Source: an optimization exercise on an open RTL-to-GDS flow (aim: small area, a short achievable clock period and few clock cycles). Production flows keep margins and buffers that such runs may drop.
RTL that was checked went through simulation tests only; none was proved equivalent to the original.

Design resolve_core, start of the top module:
module resolve_core (
    input  wire        clk,
    input  wire        rst,             
    input  wire        start,
    input  wire [9:0]  cand_lag,
    input  wire [9:0]  lag_min,
    input  wire [9:0]  max_dist,
    input  wire [7:0]  subthr_pct,
    output reg         busy,
    output reg  [9:0]  dt_addr,
    input  wire [9:0]  dt_data,
    output reg         done,
    output reg         err,
    output reg  [9:0]  corr_lag,
    output reg  [9:0]  divisor
);
    localparam PH_IDLE = 2'd0;
    localparam PH_DIVD = 2'd1;
    localparam PH_DIVT = 2'd2;
    localparam PH_RUN  = 2'd3;
    localparam T_NONE = 2'd0;
    localparam T_K1   = 2'd1;       
    localparam T_KW   = 2'd2;       
    reg [1:0]  ph;
    reg        kmode;               
    reg [9:0]  c_r;
    reg [11:0] th_t;
    reg [6:0]  th_r;
    reg [2:0]  mcnt;
    reg [9:0]  wdm1;
    reg [9:0]  wim1;
    reg [11:0] wr;
    reg [11:0] wb;                  
    reg [2:0]  ul;                  
    reg [12:0] ds;                  
    reg        ucont;               
    reg [2:0]  lp;                  
    reg [1:0]  ta_kind, tb_kind;
    reg        ta_last, tb_last;
    reg [9:0]  tb_dm1, tb_im1;
    reg [10:0] tb_r;
    reg [9:0]  kn;                  
    function ge_c10;                
        input [9:0] x;
        input [9:0] k;
        integer j;
        reg r;
        begin
            r = 1'b1;
            for (j = 0; j < 10; j = j + 1)
                r = k[j] ? (x[j] & r) : (x[j] | r);
            ge_c10 = r;
        end
    endfunction
    function [12:0] den_sh;
        input [9:0] dm1;
        input [2:0] l;
        reg [18:0] v;
        begin
            case (l)
                3'd0:    v = {8'd0, dm1, 1'b0};
                3'd1:    v = {6'd0, dm1, 3'd0};
                3'd2:    v = {4'd0, dm1, 5'd0};
                3'd3:    v = {2'd0, dm1, 7'd0};
                default: v = {dm1, 9'd0};
            endcase
            den_sh = {|v[18:12], v[11:0]};
        end
    endfunction
    wire        big = ds[12];
    wire [14:0] d1  = {3'd0, ds[11:0]};
    wire [14:0] d2  = {2'd0, ds[11:0], 1'b0};
    wire [14:0] d4  = {1'd0, ds[11:0], 2'b0};
    wire [14:0] xa  = {3'd0, wr};
    wire [14:0] xb  = {3'd0, wb};
  ...
For scale: about 180 flip-flops, roughly 84 I/O pins.
clock: 10.0 ns
lec_check: 0
abc_clock_period_in_ps: 4000
cap_margin: 20
core_margin: 2
core_utilization: 40
setup_slack_margin: 5
slew_margin: 20
run.sh (not shown) runs the stock make flow with config.mk's settings and CLKGATE_MAP_FILE= SYNTH_SCRIPT=/design/flow/synth_recipe.tcl, a recipe that flattens the netlist after the stock synthesis.
Testbench counts at the start, summed over its fixed seeds: cycles 9,493.
Next try:
ABC_CLOCK_PERIOD_IN_PS = 2500   (was 4000)
CORE_UTILIZATION = 50   (was 40)
TNS_END_PERCENT = 100   (was default)
- setup slack is better by 0.087 ns
- global-route usage goes up by 7.6 points
- routed wire length goes up by 0.62%
- via count goes up by 0.72%
- clock skew is about the same

---

resolve_core, a different RTL version from the one above (not shown whole).
Size in the first run: ~220 flip-flops, ~22000 µm² of cells after synthesis.
Settings: LEC_CHECK=0, ABC_CLOCK_PERIOD_IN_PS=5000, CAP_MARGIN=20, CORE_MARGIN=2, CORE_UTILIZATION=60, SETUP_SLACK_MARGIN=3, SLEW_MARGIN=20; clock period 10.0 ns.
Next try:
--- a/flow/config.mk
+++ b/flow/config.mk
@@ -6,8 +6,6 @@
 export NUM_CORES = 4
 export LEC_CHECK = 0
-export ABC_CLOCK_PERIOD_IN_PS = 5000
 export CAP_MARGIN = 20
 export CORE_MARGIN = 2
-export CORE_UTILIZATION = 60
-export SETUP_SLACK_MARGIN = 3
+export CORE_UTILIZATION = 40
 export SLEW_MARGIN = 20
The changed run completed with no timing, DRC or antenna violations; via count fell by roughly a tenth; die area goes up by well over a third; wire length shrinks by a few percent; critical path depth went down by 6; synthesized area does not change; non-clock buffer count came out lower by 212; fmax drops by about a fifth; count of clock-buffer cells in the layout rises by 5.
Function was not checked in any run of this note: the RTL went through the layout flow alone.

---

== red ==
Another version of the RTL of resolve_core (not shown whole).
For scale: about 160 flip-flops, roughly 84 I/O pins, roughly 17000 um^2 of cells after synthesis.
Settings: LEC_CHECK=0, CAP_MARGIN=5, CORE_MARGIN=2, CORE_UTILIZATION=50, SETUP_SLACK_MARGIN=5, SLEW_MARGIN=5, TNS_END_PERCENT=100; clock period 10.0 ns.
standard.sh (not shown) runs the stock make flow with config.mk's settings and CLKGATE_MAP_FILE= SYNTH_SCRIPT=/design/flow/synth_recipe.tcl, a recipe that flattens the netlist after the stock synthesis.
==> flow/flow/run.sh <==
#!/bin/bash
# The standard layout, with plain buffers (buf_2) on the ports instead of the
# buffer ORFS picks by default. Everything else is the standard flow.
set -euo pipefail
export BUFFER_PORTS_ARGS="-buffer_cell sky130_fd_sc_hd__buf_2"
bash standard.sh > standard.log 2>&1
Having completed the whole flow, red delivered a layout that passed the timing, DRC and antenna checks.
Testbench counts of red, summed over its fixed seeds: cycles 9,371.
Modified inputs, blue compared to red
-- flow/config.mk --
<<< red, line 9
export CORE_MARGIN = 2
export CORE_UTILIZATION = 50
export SETUP_SLACK_MARGIN = 5
export SLEW_MARGIN = 5
>>> blue, line 9
export CORE_MARGIN = 2
export CORE_UTILIZATION = 50
export CTS_BUF_LIST = sky130_fd_sc_hd__clkbuf_8 sky130_fd_sc_hd__clkbuf_4
export SETUP_SLACK_MARGIN = 5
export SLEW_MARGIN = 5
==> comparison <==
Smallest hold slack for blue is higher than for red.
Relative to red, final layout net count increased by about 0.3% in blue.
Modified inputs, green compared to blue
==> flow/run.sh (new file) <==
#!/bin/bash
# synth_recipe.tcl (not shown) runs the flow's synth.tcl, then flattens the netlist and writes it again
# the make line also repeats each setting of config.mk as NAME=value (left out here)
make -C /OpenROAD-flow-scripts/flow DESIGN_CONFIG=/design/flow/config.mk WORK_HOME=/design/flow/orfs CLKGATE_MAP_FILE= SYNTH_SCRIPT=/design/flow/synth_recipe.tcl finish
==> flow/config.mk <==
export PLATFORM = sky130hd
export DESIGN_NAME = resolve_core
export DESIGN_NICKNAME = resolve_core
export VERILOG_FILES = /design/flow/design.v
export SDC_FILE = /design/flow/constraint.sdc
export NUM_CORES = 4
export LEC_CHECK = 0
export ABC_CLOCK_PERIOD_IN_PS = 4000
export CAP_MARGIN = 20
export CORE_MARGIN = 2
export CORE_UTILIZATION = 50
export SETUP_SLACK_MARGIN = 5
export SLEW_MARGIN = 20
export TNS_END_PERCENT = 100
removed: flow/flow/run.sh
removed: flow/standard.sh
==> comparison <==
- Fraction of standard cell area that is sequential, blue and green: larger value in blue
- From blue to green, xor/xnor share of the synthesized area did not move at all.
- Detailed-routing wirelength on met1 (green over blue): decrease, 1.1%
- Looking at area taken by flip-flops and latches, green sits 16 um^2 lower than blue does.
- Delta (green minus blue): setup clock skew after layout went down 0.0048 ns; routed wire length went up by 1.1%.
- For the routing usage on met2, green came in 0.21 points lower than blue did.
- Between blue and green, total buffers and inverters traversed by the critical path increased.
The inputs of orange differ from those of green as listed below.
==> flow/config.mk <==
export PLATFORM = sky130hd
export DESIGN_NAME = resolve_core
export DESIGN_NICKNAME = resolve_core
export VERILOG_FILES = /design/flow/design.v
export SDC_FILE = /design/flow/constraint.sdc
export NUM_CORES = 4
export LEC_CHECK = 0
export CAP_MARGIN = 5
export CORE_MARGIN = 2
export CORE_UTILIZATION = 50
export SETUP_SLACK_MARGIN = 5
export SLEW_MARGIN = 5
export TNS_END_PERCENT = 100
Results
Clock skew essentially unchanged between orange and green. As far as count of standard-cell rows is concerned, green and orange perform about the same. Against green, orange reports a final critical-path setup slack that is lower. As far as non-clock buffer area fraction after layout is concerned, green and orange perform about the same. From green to orange the numbers moved as follows: cell area after layout down 0.34%.

==> port drivers added, routing unchanged <==
In the flow no input, the clock included, has a driving cell. The finished layouts below were timed again as built, in two steps.
Step 1 (the two cells are an assumption about what drives the block):
set clk [get_ports {clk}]
set_driving_cell -lib_cell sky130_fd_sc_hd__clkbuf_16 $clk
set_driving_cell -lib_cell sky130_fd_sc_hd__buf_2 [delete_from_list [all_inputs] $clk]
Step 2 moves the port delays by t, midway between the first and last clock arrival at a register: inputs arrive t later, outputs are due t later. That takes back most of the time a late clock gives input paths.
Slacks: ideal / step 1 / step 2; pairs: ideal / step 1.
| run | t, ns | setup slack, ns | hold WS [ns] | slew at the worst register clock pin (ns) | pins driven straight from the clock port |
|---|---|---|---|---|---|
| the first run of note 1 | 0.518 | 4.837 / 4.837 / 4.474 | 0.430 / 0.430 / 0.430 | 0.08 / 0.08 | 1 |
| the second run of note 1 | 0.526 | 4.925 / 4.925 / 4.590 | 0.442 / 0.442 / 0.442 | 0.08 / 0.08 | 1 |
| the first run of note 2 | 0.617 | 2.115 / 2.115 / 2.115 | 0.439 / 0.439 / 0.439 | 0.07 / 0.07 | 1 |
| the second run of note 2 | 0.615 | 0.670 / 0.670 / 0.365 | 0.435 / 0.435 / 0.435 | 0.07 / 0.07 | 1 |
| red | 0.510 | 5.087 / 5.119 / 4.616 | 0.432 / 0.432 / 0.432 | 0.07 / 0.07 | 1 |
| blue | 0.575 | 5.063 / 5.096 / 4.522 | 0.440 / 0.440 / 0.440 | 0.11 / 0.11 | 1 |
| green | 0.511 | 4.995 / 4.995 / 4.596 | 0.428 / 0.428 / 0.428 | 0.08 / 0.08 | 1 |
| orange | 0.508 | 4.965 / 5.000 / 4.491 | 0.428 / 0.428 / 0.428 | 0.07 / 0.07 | 1 |
After both steps every run listed still meets setup and hold. The setup slack of blue, which loses most, moves by +0.033 ns with the drivers and by -0.541 ns with both steps.
